Source: an optimization exercise on an open RTL-to-GDS flow (aim: small area, a short achievable clock period and few clock cycles per item). Production flows keep margins and buffers that such runs may drop. In this exercise RTL edits were held to simulation tests only and were not proved equivalent to the original.

## build 93
Design yuv2rgb, start of the top module:
module yuv2rgb (
    input  wire       clk,
    input  wire       rst,
    input  wire       in_valid,
    output wire       in_ready,
    input  wire [7:0] in_y,
    input  wire [7:0] in_u,
    input  wire [7:0] in_v,
    output wire       out_valid,
    input  wire       out_ready,
    output wire [7:0] out_r,
    output wire [7:0] out_g,
    output wire [7:0] out_b,
    output wire [7:0] out_luma
);
    reg       s3_nv;
    wire adv = out_ready | s3_nv;
    reg       sk_v, rdy;
    reg [7:0] sk_y, sk_u, sk_v8;
    assign in_ready = rdy;
    always @(posedge clk) begin
        if (rst) begin
            sk_v <= 1'b0;
            rdy  <= 1'b1;
        end else if (adv) begin
            sk_v <= 1'b0;
            rdy  <= 1'b1;
        end else if (in_valid) begin
            sk_v <= 1'b1;
            rdy  <= 1'b0;
        end
        if (!sk_v) begin sk_y <= in_y; sk_u <= in_u; sk_v8 <= in_v; end
    end
    reg       s1_v;
    reg [7:0] s1_y, s1_u, s1_vv;
    always @(posedge clk) begin
        if (rst) s1_v <= 1'b0;
        else if (adv) s1_v <= sk_v | in_valid;
        if (adv) begin
            s1_y  <= sk_v ? sk_y  : in_y;
            s1_u  <= sk_v ? sk_u  : in_u;
  ...
Size: roughly 1000 cells after synthesis, about 110 flip-flops, ~62 I/O pins, about 13000 sq um of cells after synthesis.
==> flow/config.mk <==
export PLATFORM = sky130hd
export DESIGN_NAME = yuv2rgb
export DESIGN_NICKNAME = yuv2rgb
export VERILOG_FILES = /design/flow/design.v
export SDC_FILE = /design/flow/constraint.sdc
export NUM_CORES = 4
export LEC_CHECK = 0
export CAP_MARGIN = 20
export CORE_MARGIN = 2
export CORE_UTILIZATION = 40
export SLEW_MARGIN = 20
export SYNTH_HIERARCHICAL = 1
export SYNTH_MINIMUM_KEEP_SIZE = 0
export TNS_END_PERCENT = 10
==> flow/constraint.sdc <==
create_clock -name core_clock -period 16.0 [get_ports {clk}]
set_input_delay 3.2000 -clock core_clock [delete_from_list [all_inputs] [get_ports {clk}]]
set_output_delay 3.2000 -clock core_clock [all_outputs]
set_load 0.01 [all_outputs]
standard.sh (not shown) runs the stock make flow with config.mk's settings and CLKGATE_MAP_FILE= SYNTH_SCRIPT=/design/flow/synth_recipe.tcl, a recipe that flattens the netlist after the stock synthesis.
==> flow/flow/run.sh <==
#!/bin/bash
# Standard ORFS layout (the standard.sh) with two changes in how it is made:
#  - the port buffers buffer_ports inserts are sky130_fd_sc_hd__buf_1 cells
#    (every input and output port still gets its own buffer);
#  - timing repair is asked to leave 11.0 ns of setup slack at the design's
#    16 ns clock, so the resizer works on the critical paths.
# Clock period, I/O constraints and all other steps are the standard ones.
set -euo pipefail
export BUFFER_PORTS_ARGS="-buffer_cell sky130_fd_sc_hd__buf_1"
bash standard.sh SETUP_SLACK_MARGIN=11.9 finish > standard_flow.log 2>&1
Testbench counts of build 93, summed over its fixed seeds: cycles 16,024, items 16,000.
Inputs modified between build 93 and build 56:
==> flow/flow/run.sh <==
#!/bin/bash
# Standard ORFS layout (the standard.sh) with these changes in how it is made:
#  - the port buffers buffer_ports inserts are sky130_fd_sc_hd__buf_1 cells
#    (every input and output port still gets its own buffer);
#  - clock tree synthesis runs with its standard options but without dummy loads;
#  - timing repair is asked to leave 11.8 ns of setup slack at the design's
#    16 ns clock, so the resizer works on the critical paths.
# Clock period, I/O constraints and all other steps are the standard ones.
# make's output goes to standard_flow.log; each ORFS step keeps its own log
# under orfs/logs/.
set -euo pipefail
export BUFFER_PORTS_ARGS="-buffer_cell sky130_fd_sc_hd__buf_1"
export CTS_ARGS="-sink_clustering_enable -repair_clock_nets -dont_use_dummy_load"
bash standard.sh SETUP_SLACK_MARGIN=11.8 finish > standard_flow.log 2>&1
[summary]
All of build 93 and build 56 finish clean. In build 56 the global router's overall resource usage turned out 0.23 points lower than in build 93. Against build 93, worst setup slack in build 56 came out better. Compared with build 93, in build 56 proportion of cell area occupied by registers saw an increase; fmax saw an increase; routed wire length saw a decrease; clock-buffer cell count saw a decrease.
The inputs of build 71 differ from those of build 56 as listed below.
--- a/flow/flow/run.sh
+++ b/flow/flow/run.sh
@@ -4,5 +4,5 @@
 #    (every input and output port still gets its own buffer);
 #  - clock tree synthesis runs with its standard options but without dummy loads;
-#  - timing repair is asked to leave 11.8 ns of setup slack at the design's
+#  - timing repair is asked to leave 11.65 ns of setup slack at the design's
 #    16 ns clock, so the resizer works on the critical paths.
 # Clock period, I/O constraints and all other steps are the standard ones.
@@ -12,3 +12,3 @@
 export BUFFER_PORTS_ARGS="-buffer_cell sky130_fd_sc_hd__buf_1"
 export CTS_ARGS="-sink_clustering_enable -repair_clock_nets -dont_use_dummy_load"
-bash standard.sh SETUP_SLACK_MARGIN=11.8 finish > standard_flow.log 2>&1
+bash standard.sh SETUP_SLACK_MARGIN=11.65 finish > standard_flow.log 2>&1
Results
- On fraction of area in multi-input gates, build 56 tracks build 71 almost exactly.
- Compare build 56 and build 71 | sequential share of layout area lower: build 56
- Between build 71 and build 56, the per-cell routed wire length does not differ in any meaningful way.
- Per the comparison of build 71 with build 56, final critical path time including I/O delays and setup grew by 0.030 ns; overall global routing resource usage held steady; wire length held steady.
- For met1 usage in global routing, build 56 and build 71 come out practically identical.
--- input diff build 71..build 58 ---
Settings: CORE_UTILIZATION now 45, was 40.
--- a/flow/flow/run.sh
+++ b/flow/flow/run.sh
@@ -4,5 +4,5 @@
 #    (every input and output port still gets its own buffer);
 #  - clock tree synthesis runs with its standard options but without dummy loads;
-#  - timing repair is asked to leave 11.65 ns of setup slack at the design's
+#  - timing repair is asked to leave 11.7 ns of setup slack at the design's
 #    16 ns clock, so the resizer works on the critical paths.
 # Clock period, I/O constraints and all other steps are the standard ones.
@@ -12,3 +12,3 @@
 export BUFFER_PORTS_ARGS="-buffer_cell sky130_fd_sc_hd__buf_1"
 export CTS_ARGS="-sink_clustering_enable -repair_clock_nets -dont_use_dummy_load"
-bash standard.sh SETUP_SLACK_MARGIN=11.65 finish > standard_flow.log 2>&1
+bash standard.sh SETUP_SLACK_MARGIN=11.7 finish > standard_flow.log 2>&1
Notes after the runs:
Build 71 → build 58: clock period minus final worst setup slack went up, routed length on met3 went down, wire length of the first global-routing pass went down, cell count went down, met3 track demand over resource in global routing went up.
Diff build 71 -> build 58 | total non-filler cell area in the finished layout | down slightly
Worst endpoint required time of build 71 is on par with build 58.
Floorplan check, build 58 vs build 71: die outline smaller in build 58
Build 58 vs build 71: post-synthesis to final-layout area growth down in build 58
Edits applied to the flow inputs when going from build 58 to build 76:
Settings: CORE_UTILIZATION: 45 -> 40.
==> flow/flow/run.sh <==
#!/bin/bash
# Standard ORFS layout (the standard.sh) with two changes in how it is made:
#  - the port buffers buffer_ports inserts are sky130_fd_sc_hd__buf_1 cells
#    (every input and output port still gets its own buffer);
#  - timing repair is asked to leave 11.0 ns of setup slack at the design's
#    16 ns clock, so the resizer works on the critical paths.
# Clock period, I/O constraints and all other steps are the standard ones.
set -euo pipefail
export BUFFER_PORTS_ARGS="-buffer_cell sky130_fd_sc_hd__buf_1"
bash standard.sh SETUP_SLACK_MARGIN=11.6 finish > standard_flow.log 2>&1
Results
- Diff build 58 -> build 76: floorplan core area picked up an extra 3100 sq um, proportion of cell area spent on the clock network picked up an extra 0.57 points.
- Worst setup slack, build 58 and build 76: higher on build 58
- Build 76 against build 58: layout filler cell count +428; sequential share of layout area fell 0.20 points.
- Summary — count of clock-buffer cells in the layout, build 76 relative to build 58: higher, by 2.
- Build 58 → build 76: non-filler instance count after layout went up; shortest period the worst path allows went up; utilization went down; routed wire length went up.

re-timing with driven ports:
How much do the figures lean on ideal ports? The routed layouts below were timed once more, with nothing changed but the port constraints.
Step 1: set_driving_cell puts a clkbuf_16 on clk and a buf_2 on each other input, an assumption about the parent block.
Step 2 also shifts input and output timing later by t, the mid clock arrival at the registers, as if the neighbouring blocks saw the same clock.
Slacks: ideal ports / drivers / drivers and shift; pairs: ideal ports / drivers.
run	shift t [ns]	setup slack, ns	worst setup path at the end	worst register clock-pin slew, ns	worst data-port slew with drivers (ns)
build 93	0.401	11.726 / 11.726 / 11.425	input to register	0.08 / 0.08	0.04
build 56	0.395	11.782 / 11.782 / 11.412	input to register	0.08 / 0.08	0.04
build 71	0.396	11.752 / 11.752 / 11.408	input to register	0.08 / 0.08	0.04
build 58	0.396	11.739 / 11.739 / 11.413	input to register	0.09 / 0.09	0.04
build 76	0.399	11.642 / 11.664 / 11.265	input to register	0.08 / 0.08	0.04
After both steps setup and hold are still met in every run listed. The setup slack of build 76, which loses most, moves by +0.022 ns with the drivers and by -0.377 ns with both steps.
